Background: an optimization exercise with open tools, aiming at small area, a short achievable clock period and few clock cycles per item. Do not read the settings as production practice. RTL that was checked went through simulation tests only; none was proved equivalent to the original.

## the previous run
==> flow/design.v (excerpt) <==
module sps_eval (
    input  wire        clk,
    input  wire        rst,           
    input  wire        in_valid,
    output wire        in_ready,
    input  wire [58:0] disc_in,       
    input  wire [42:0] amul_in,       
    input  wire [15:0] pos_in,        
    input  wire [27:0] v0_in,         
    input  wire [30:0] tmul_in,       
    output reg         out_valid,
    output reg  [1:0]  err_out,       
    output wire [57:0] disc_out,      
    output wire [31:0] delta_out      
);
For scale: about 470 flip-flops.
make LEC_CHECK=0 CAP_MARGIN=20 CORE_MARGIN=2 CORE_UTILIZATION=60 PLACE_DENSITY=0.75 SETUP_SLACK_MARGIN=5 SLEW_MARGIN=20 finish   # period 10.0 ns
run.sh (not shown) runs the stock make flow with config.mk's settings and CLKGATE_MAP_FILE= SYNTH_SCRIPT=/design/flow/synth_recipe.tcl, a recipe that flattens the netlist after the stock synthesis.
Changes in the current run relative to the previous run:
==> flow/flow/run.sh (new file) <==
#!/bin/bash
# Standard layout, with the port buffers made of the smallest buffer cell
# instead of the cell buffer_ports picks by itself.
set -euo pipefail
export BUFFER_PORTS_ARGS="-buffer_cell sky130_fd_sc_hd__buf_1"
bash standard.sh > standard_flow.log 2>&1
==> flow/standard.sh (new file) <==
#!/bin/bash
# synth_recipe.tcl (not shown) runs the flow's synth.tcl, then flattens the netlist and writes it again
# the make line also repeats each setting of config.mk as NAME=value (left out here)
make -C /OpenROAD-flow-scripts/flow DESIGN_CONFIG=/design/flow/config.mk WORK_HOME=/design/flow/orfs CLKGATE_MAP_FILE= SYNTH_SCRIPT=/design/flow/synth_recipe.tcl "${@:-finish}"
-- flow/config.mk --
<<< the previous run, line 11
>>> the current run, line 11
export CTS_BUF_LIST = sky130_fd_sc_hd__clkbuf_4 sky130_fd_sc_hd__clkbuf_8
removed: flow/run.sh
Findings:
Compared to the previous run, the routing of the current run uses less wire.
Delay of the slowest cell on the worst path (higher): the current run
Looking at final instance area, the current run sits about 4% below the previous run.
For via count of the first global-routing pass, the previous run and the current run come out practically identical.
met4 as the uppermost layer routed was reported by the previous run, and met5 by the current run.
Sort the current run and the previous run by arrival time at the worst endpoint, ascending, and the previous run comes first.
No run of this note included a check of the RTL's function; only the layout flow was run.

---

sps_eval, a different RTL version from the one above (not shown whole).
For scale: roughly 5,000 cells after synthesis, roughly 270 I/O pins, about 36,000 sq um of cells after synthesis.
export LEC_CHECK = 0
export ABC_AREA = 1
export CAP_MARGIN = 20
export CORE_MARGIN = 2
export CORE_UTILIZATION = 60
export PLACE_DENSITY = 0.75
export SETUP_SLACK_MARGIN = 5
export SLEW_MARGIN = 20
create_clock -name core_clock -period 10.0 [get_ports {clk}]
Stock flow here: none of the scripts above is used.
Testbench counts at the start, summed over its fixed seeds: cycles 48,106, items 3,200.
Edit:
- ABC_AREA: 1 -> default
- SETUP_SLACK_MARGIN: 5 -> default
Cell area came out lower by 9.1%.
Sequential cell count stays the same.
Non-clock buffer count goes down by 3.
Area after synthesis goes down by 10%.
Global-route usage decreases by 1.4 points.
Critical path depth goes up by 17.
Edit:
- CORE_UTILIZATION: 60 -> 40
- PLACE_DENSITY: 0.75 -> 0.6
After rerunning:
- The new run finished clean
- global-route usage decreases by 12 points
- final cell count came out higher by 8.2%
- non-clock buffer count is higher by 1
- cell area is higher by 1.3%
- clock-buffer cell count falls by 4
- wire length decreases by about 1%
- hold slack loses 0.016 ns
- worst setup slack is better by 0.026 ns
- via count came out lower by 5.2%
Edit:
- CORE_UTILIZATION: 40 -> 60
- PLACE_DENSITY: 0.6 -> 0.75
- SETUP_SLACK_MARGIN: default -> 5
The new run finished clean.
Clock skew hardly moves.
Sequential share of layout area went up by 0.16 points.
Via count climbs by about 5.6%.

---

Another version of the RTL of sps_eval (not shown whole).
For scale: roughly 3400 cells after synthesis, roughly 470 flip-flops, about 270 I/O pins, about 34000 µm² of cells after synthesis.
Settings: LEC_CHECK=0, CAP_MARGIN=0, CORE_MARGIN=2, CORE_UTILIZATION=70, CTS_BUF_LIST=sky130_fd_sc_hd__clkbuf_4 sky130_fd_sc_hd__clkbuf_8, PLACE_DENSITY=0.85, SETUP_SLACK_MARGIN=5, SLEW_MARGIN=0; clock period 10.0 ns.
standard.sh (not shown) runs the stock make flow with config.mk's settings and CLKGATE_MAP_FILE= SYNTH_SCRIPT=/design/flow/synth_recipe.tcl, a recipe that flattens the netlist after the stock synthesis.
==> flow/flow/run.sh <==
#!/bin/bash
# Standard layout, with the port buffers made of the smallest buffer cell
# instead of the cell buffer_ports picks by itself.
set -euo pipefail
export BUFFER_PORTS_ARGS="-buffer_cell sky130_fd_sc_hd__buf_1"
bash standard.sh > standard_flow.log 2>&1
The starting point completed with no timing, DRC or antenna violations.
Testbench counts at the start, summed over its fixed seeds: cycles 42,854, items 3,200.
Edit:
Settings changed: CAP_MARGIN 0 to 20, CORE_UTILIZATION 70 to 60, PLACE_DENSITY 0.85 to 0.75, SLEW_MARGIN 0 to 20.
What happened:
- synthesized area does not change
- die area climbs by about 16%
- non-clock buffer count rose by 10
- wire length climbs by about 0.44%
- setup slack gets worse by 0.081 ns
- clock skew rose by 0.0094 ns
- cell area goes up by 0.91%
- via count went down by 2.3%
- global-route usage went down by 5.6 points

---

Setup of north:
sps_eval, a different RTL version from the one above (not shown whole).
Size in the first run: ~410 flip-flops, roughly 270 I/O pins, about 0.031 mm² of cells after synthesis.
Settings: LEC_CHECK=0, CAP_MARGIN=20, CORE_MARGIN=2, CORE_UTILIZATION=60, PLACE_DENSITY=0.75, SETUP_SLACK_MARGIN=5, SLEW_MARGIN=20; clock period 10.0 ns.
run.sh (not shown) runs the stock make flow with config.mk's settings and CLKGATE_MAP_FILE= SYNTH_SCRIPT=/design/flow/synth_recipe.tcl, a recipe that flattens the netlist after the stock synthesis.
Stock flow here: none of the scripts above is used.
Input-level comparison between south and north:
==> flow/flow/run.sh (new file) <==
#!/bin/bash
# Standard layout, with the port buffers made of the smallest buffer cell
# instead of the cell buffer_ports picks by itself.
set -euo pipefail
export BUFFER_PORTS_ARGS="-buffer_cell sky130_fd_sc_hd__buf_1"
bash standard.sh > standard_flow.log 2>&1
==> flow/standard.sh (new file) <==
#!/bin/bash
# synth_recipe.tcl (not shown) runs the flow's synth.tcl, then flattens the netlist and writes it again
# the make line also repeats each setting of config.mk as NAME=value (left out here)
make -C /OpenROAD-flow-scripts/flow DESIGN_CONFIG=/design/flow/config.mk WORK_HOME=/design/flow/orfs CLKGATE_MAP_FILE= SYNTH_SCRIPT=/design/flow/synth_recipe.tcl "${@:-finish}"
diff --git a/flow/config.mk b/flow/config.mk
--- a/flow/config.mk
+++ b/flow/config.mk
@@ -10,0 +11 @@
+export CTS_BUF_LIST = sky130_fd_sc_hd__clkbuf_4 sky130_fd_sc_hd__clkbuf_8
removed: flow/run.sh
### Flow results
Every stage of the flow completed for south, and the final layout passed the timing, DRC and antenna checks.
Compared with north, number of vias per cell in south decreased slightly.
Changes observed in south relative to north: utilization saw a decrease; cell area dropped 0.0018 mm²; upper clock frequency limit lower; global-route wire length before repair neither gained nor lost much.
No functional check of the RTL was part of any run of this note.

---

== run A ==
The RTL this note starts from:
==> flow/design.v <==
module sps_eval (
    input  wire        clk,
    input  wire        rst,           
    input  wire        in_valid,
    output wire        in_ready,
    input  wire [58:0] disc_in,       
    input  wire [42:0] amul_in,       
    input  wire [15:0] pos_in,        
    input  wire [27:0] v0_in,         
    input  wire [30:0] tmul_in,       
    output reg         out_valid,
    output reg  [1:0]  err_out,       
    output wire [57:0] disc_out,      
    output wire [31:0] delta_out      
);
    localparam [1:0] E_OK    = 2'd0;
    localparam [1:0] E_RANGE = 2'd1;
    localparam [1:0] E_DIV0  = 2'd2;
    localparam [1:0] E_NEG   = 2'd3;
    localparam [1:0] P_IDLE = 2'd0;
    localparam [1:0] P_ADD  = 2'd1;
    localparam [1:0] P_SQRT = 2'd2;
    localparam [1:0] P_FULL = 2'd3;
    reg [1:0]  s1;
    reg [3:0]  c1;
    reg [57:0] rad;       
    reg [27:0] rem;       
    reg [28:0] root;      
    reg [15:0] pos1;
    reg [27:0] v01;
    reg [30:0] tmul1;
    reg        neg1, big1;
    reg        rdy;       
    assign in_ready = rdy;
    function [59:0] sq_step;              
        input [29:0] r;
        input [28:0] s;
        input [1:0]  t;
        reg   [31:0] rs;
        reg   [32:0] df;
        begin
            rs = {r, t};
            df = {1'b0, rs} - {2'b00, s[28:0], 2'b01};
            if (!df[32]) sq_step = {df[29:0], s[27:0], 1'b1};
            else         sq_step = {rs[29:0], s[27:0], 1'b0};
        end
    endfunction
    wire signed [60:0] d_ex = {{2{root[15]}}, root[15], rad[57:0]} + {{18{root[14]}}, root[14:0], rem[27:0]};
    wire d_neg = d_ex[60];
    wire d_big = !d_ex[60] && d_ex[58];
    wire [57:0] d = d_ex[57:0];
    wire [59:0] a1 = sq_step(30'd0, 29'd0, d[57:56]);
    wire [59:0] a2 = sq_step(a1[59:29], a1[28:0], d[55:54]);
    wire [59:0] a3 = sq_step(a2[59:29], a2[28:0], d[53:52]);
    wire [32:0] sx  = {1'b0, rem, rad[57:54]};
    wire [32:0] nr3 = {{3{1'b1}}, ~root[26:0], 3'b111};
    wire [32:0] nr4 = {{2{1'b1}}, ~root[26:0], 4'b1100};
    wire [32:0] nr8 = {{2{1'b1}}, ~root[26:0], 4'b1000};
    wire [32:0] sd1 = sx + nr3;
    wire [32:0] sd2 = sx + nr4;
    wire [32:0] scs = sx ^ nr8 ^ nr3;
    wire [32:0] scc = (sx & nr8) | (sx & nr3) | (nr8 & nr3);
    wire [32:0] sd3 = scs + {scc[31:0], 1'b0};
    wire        sg1 = !sd1[32], sg2 = !sd2[32], sg3 = !sd3[32];
    wire [27:0] srem_nx = sg3 ? sd3[27:0] : sg2 ? sd2[27:0] : sg1 ? sd1[27:0] : sx[27:0];
    wire [28:0] root_nx = {root[26:0], sg2, sg3 | (sg1 & !sg2)};
    wire        side_take = (d_neg || d_big || pos1 == 16'd0) && !side_v;
    reg         side_v;
    reg  [57:0] side_d;
    reg  [1:0]  side_e;
    wire [29:0] vsum;
    wire        vs_co;
    add_bk #(30) u_vsum ({2'b00, v01}, {1'b0, root}, 1'b0, vsum, vs_co);
    wire        pz   = (pos1 == 16'd0);
    wire        div0 = (vsum[29:1] == 29'd0);
    always @(posedge clk) begin
        if (rst) begin
            s1  <= P_IDLE;
            rdy <= 1'b1;
        end else begin
            case (s1)
                P_ADD: begin
                    s1  <= side_take ? P_IDLE : P_SQRT;
                    rdy <= side_take;
                end
                P_SQRT: begin
                    if (c1 == 4'd12) s1 <= P_FULL;
                    rdy <= (c1 == 4'd12);
                end
                default: begin
                    s1  <= in_valid ? P_ADD : P_IDLE;
                    rdy <= !in_valid;
                end
            endcase
        end
        c1 <= (s1 == P_SQRT) ? c1 + 4'd1 : 4'd0;
        case (s1)
            P_ADD: begin
                rad  <= {d[51:0], d[57:52]};
                rem  <= a3[56:29];
                root <= a3[28:0];
                neg1 <= d_neg;
                big1 <= d_big;
            end
            P_SQRT: begin
                rad  <= {rad[53:0], rad[57:54]};
                rem  <= srem_nx;
                root <= root_nx;
            end
            default: begin
                rad  <= disc_in[57:0];
                rem  <= amul_in[27:0];
                root <= {13'd0, disc_in[58], amul_in[42:28]};
            end
        endcase
        if (s1 == P_ADD && side_take) begin
            side_d <= d;
            side_e <= d_neg ? E_NEG : d_big ? E_RANGE : E_OK;
        end
        if (in_ready) begin
            pos1  <= pos_in;
            v01   <= v0_in;
            tmul1 <= tmul_in;
        end
    end
    wire handoff = (s1 == P_FULL);
    reg        busy2;
    reg [3:0]  c2;
    reg [57:0] disc2;
    reg [28:0] q2;
    reg [28:0] drem;
    reg [30:0] tmul2;
    reg [55:0] acc;
    reg [1:0]  qb;
    reg        rerr;
    assign disc_out  = disc2;
    assign delta_out = acc[55:24];
    wire [31:0] dx1 = {1'b0, drem, 2'b01};
    wire [31:0] nq1 = {{3{1'b1}}, ~q2};
    wire [31:0] nq2 = {{2{1'b1}}, ~q2, 1'b1};
    wire [31:0] dcs = dx1 ^ nq1 ^ nq2;
    wire [31:0] dcc = (dx1 & nq1) | (dx1 & nq2) | (nq1 & nq2);
    wire [31:0] dd1, dd2, dd3;
    wire        dc1, dc2, dc3;
    add_bk #(32) u_dd1 (dx1, nq1, 1'b0, dd1, dc1);
    add_bk #(32) u_dd2 (dx1, nq2, 1'b0, dd2, dc2);
    add_bk #(32) u_dd3 (dcs, {dcc[30:0], 1'b1}, 1'b0, dd3, dc3);
    wire        dg1 = !dd1[31], dg2 = !dd2[31], dg3 = !dd3[31];
    wire [28:0] drem_nx = dg3 ? dd3[28:0] : dg2 ? dd2[28:0] : dg1 ? dd1[28:0] : {drem[26:0], 2'b00};
    wire [1:0]  dq_nx   = {dg2, dg3 | (dg1 & !dg2)};
    wire [55:0] ma  = {acc[53:0], 2'b00};
    wire [55:0] mb  = qb[1] ? {24'd0, tmul2, 1'b0} : 56'd0;
    wire [55:0] mc  = qb[0] ? {25'd0, tmul2} : 56'd0;
    wire [55:0] mcs = ma ^ mb ^ mc;
    wire [55:0] mcc = (ma & mb) | (ma & mc) | (mb & mc);
    wire [55:0] acc_nx;
    wire        acc_co;
    add_bk #(56) u_acc (mcs, {mcc[54:0], 1'b0}, 1'b0, acc_nx, acc_co);
    wire skip = neg1 | big1 | pz | div0;
    wire drain = side_v && !busy2;
    always @(posedge clk) begin
        if (rst) begin
            busy2     <= 1'b0;
            out_valid <= 1'b0;
            side_v    <= 1'b0;
        end else begin
            out_valid <= 1'b0;
            if (s1 == P_ADD && side_take)
                side_v <= 1'b1;
            else if (drain && !handoff)
                side_v <= 1'b0;
            if (handoff) begin
                busy2     <= !skip;
                out_valid <= skip;
            end else if (busy2 && c2 == 4'd13) begin
                busy2     <= 1'b0;
                out_valid <= 1'b1;
            end else if (drain) begin
                out_valid <= 1'b1;
            end
        end
        if (handoff) begin
            c2    <= 4'd0;
            disc2 <= (neg1 || big1) ? 58'd0 : rad;
            q2    <= vsum[29:1];
            drem  <= {3'd0, pos1, 10'd0};
            tmul2 <= tmul1;
            acc   <= 56'd0;
            qb    <= 2'b00;
            rerr  <= 1'b0;
            err_out <= neg1 ? E_NEG : big1 ? E_RANGE : pz ? E_OK : div0 ? E_DIV0 : E_OK;
        end else if (drain) begin
            disc2   <= side_e[0] ? 58'd0 : side_d;
            err_out <= side_e;
            acc     <= 56'd0;
        end else begin
            c2   <= c2 + 4'd1;
            drem <= drem_nx;
            qb   <= dq_nx;
            if (c2 == 4'd0 && dg2) begin
                rerr    <= 1'b1;
                err_out <= E_RANGE;
            end
            if (!rerr)
                acc <= acc_nx;
        end
    end
endmodule
module add_bk #(parameter W = 8) (
    input  wire [W-1:0] a,
    input  wire [W-1:0] b,
    input  wire         ci,
    output wire [W-1:0] y,
    output wire         co
);
    function integer lg2;
        input integer n;
        begin
            lg2 = 0;
            while ((1 << lg2) < n) lg2 = lg2 + 1;
        end
    endfunction
    localparam L = lg2(W);
    reg [W-1:0] g, p, px;
    integer i, k;
    always @* begin
        px = a ^ b;
        g  = a & b;
        g[0] = (a[0] & b[0]) | (px[0] & ci);
        p  = px;
        for (k = 0; k < L; k = k + 1) begin
            for (i = (2 << k) - 1; i < W; i = i + (2 << k)) begin
                g[i] = g[i] | (p[i] & g[i-(1<<k)]);
                p[i] = p[i] & p[i-(1<<k)];
            end
        end
        for (k = L - 1; k > 0; k = k - 1) begin
            for (i = 3*(1 << (k-1)) - 1; i < W; i = i + (1 << k)) begin
                g[i] = g[i] | (p[i] & g[i-(1<<(k-1))]);
                p[i] = p[i] & p[i-(1<<(k-1))];
            end
        end
    end
    assign y  = px ^ {g[W-2:0], ci};
    assign co = g[W-1];
endmodule
==> flow/config.mk <==
export PLATFORM = sky130hd
export DESIGN_NAME = sps_eval
export DESIGN_NICKNAME = sps_eval
export VERILOG_FILES = /design/flow/design.v
export SDC_FILE = /design/flow/constraint.sdc
export NUM_CORES = 4
export LEC_CHECK = 0
export CAP_MARGIN = 0
export CORE_MARGIN = 2
export CORE_UTILIZATION = 70
export CTS_BUF_LIST = sky130_fd_sc_hd__clkbuf_4 sky130_fd_sc_hd__clkbuf_8
export PLACE_DENSITY = 0.85
export SLEW_MARGIN = 0
==> flow/constraint.sdc <==
create_clock -name core_clock -period 10.0 [get_ports {clk}]
set_input_delay 2.0000 -clock core_clock [delete_from_list [all_inputs] [get_ports {clk}]]
set_output_delay 2.0000 -clock core_clock [all_outputs]
set_load 0.01 [all_outputs]
standard.sh (not shown) runs the stock make flow with config.mk's settings and CLKGATE_MAP_FILE= SYNTH_SCRIPT=/design/flow/synth_recipe.tcl, a recipe that flattens the netlist after the stock synthesis.
==> flow/flow/run.sh <==
#!/bin/bash
set -euo pipefail
export BUFFER_PORTS_ARGS="-buffer_cell sky130_fd_sc_hd__buf_1"
export SETUP_SLACK_MARGIN=5.0
bash standard.sh > standard_flow.log 2>&1
Testbench counts of run A, summed over its fixed seeds: cycles 42,854, items 3,200.
## Diff of input files: run B against run A
--- a/flow/flow/run.sh
+++ b/flow/flow/run.sh
@@ -4 +4 @@
-export SETUP_SLACK_MARGIN=5.0
+export SETUP_SLACK_MARGIN=5.6
[summary]
Number of flops mapped to enable cells by yosys: run B vs run A identical. Run B ends up with higher clock latency on the worst-skew pair than run A does. Summary — final-layout clock buffer total, run B relative to run A: lower, by 0.88%. Against run A, run B reports a final cell count that is higher. Run B went all the way through synthesis, placement and routing and the layout is clean on timing, DRC and antenna. For the overall global routing resource usage, run B came in 1.0 points higher than run A did.
Changes in run C relative to run B:
Settings: putting GPL_ROUTABILITY_DRIVEN at 0 where nothing was set.
--- a/flow/flow/run.sh
+++ b/flow/flow/run.sh
@@ -4 +4 @@
-export SETUP_SLACK_MARGIN=5.6
+export SETUP_SLACK_MARGIN=5.0
### Flow results
- Across both runs, number of stages on the worst setup path was lower for run C than for run B.
- Taking run B as the reference, in run C minimum period implied by the final worst setup slack higher; global-route usage lower; DRC violations left roughly the same; cell area after layout lower; worst path arrival time higher.
- When run C is set beside run B, its share of the core filled with cells turns out to be 3.8 points smaller.
- The highest signal layer in the routed design comes out met5 in one run and met4 in the other, namely in run B and run C respectively.
- Mean number of vias per cell delta (run B -> run C): insignificant

-- what the ideal ports hide --
The flow's constraints put no driver on any port. The routed layouts listed below were extracted and timed again, unchanged, in two steps.
Step 1 sets driving cells, clkbuf_16 on the clock port and buf_2 on the other inputs (assumed; they add their load-dependent delay and slew).
Step 2 times the ports against the registers' clock, not the clock port: input delays grow and output delays shrink by t, the midpoint of the rising clock arrivals with the driver on.
a / b / c = ideal ports / drivers / drivers and shift; a / b = the first two.
| run | shift t [ns] | setup slack, ns | hold slack, ns | worst setup path at the end | latest minus earliest clock arrival (ns) |
|---|---|---|---|---|---|
| the previous run | 0.677 | 4.994 / 4.994 / 4.994 | 0.419 / 0.419 / 0.419 | register to register | 0.042 / 0.042 |
| the current run | 0.741 | 5.017 / 5.017 / 5.017 | 0.422 / 0.422 / 0.422 | register to register | 0.042 / 0.042 |
| the first run of note 2 | 0.659 | 5.386 / 5.322 / 5.524 | 0.417 / 0.417 / 0.417 | register to register | 0.027 / 0.027 |
| the second run of note 2 | 0.660 | 4.432 / 4.432 / 4.432 | 0.418 / 0.418 / 0.418 | register to register | 0.033 / 0.032 |
| the third run of note 2 | 0.674 | 4.459 / 4.459 / 4.459 | 0.401 / 0.401 / 0.401 | register to register | 0.036 / 0.036 |
| the fourth run of note 2 | 0.659 | 5.020 / 5.020 / 5.020 | 0.421 / 0.421 / 0.421 | register to register | 0.034 / 0.034 |
| the first run of note 3 | 0.748 | 5.097 / 5.097 / 5.097 | 0.419 / 0.419 / 0.419 | register to register | 0.033 / 0.033 |
| the second run of note 3 | 0.741 | 5.017 / 5.017 / 5.017 | 0.422 / 0.422 / 0.422 | register to register | 0.042 / 0.042 |
| north | 0.661 | 4.873 / 4.873 / 4.873 | 0.420 / 0.420 / 0.420 | register to register | 0.031 / 0.031 |
| south | 0.720 | 4.738 / 4.738 / 4.738 | 0.419 / 0.419 / 0.419 | register to register | 0.027 / 0.027 |
| run A | 0.732 | 5.112 / 5.112 / 5.112 | 0.394 / 0.394 / 0.394 | register to register | 0.047 / 0.047 |
| run B | 0.759 | 5.112 / 5.112 / 5.112 | 0.420 / 0.420 / 0.420 | register to register | 0.069 / 0.068 |
| run C | 0.746 | 5.048 / 5.048 / 5.048 | 0.420 / 0.420 / 0.420 | register to register | 0.038 / 0.037 |
After both steps every run listed still meets setup and hold.
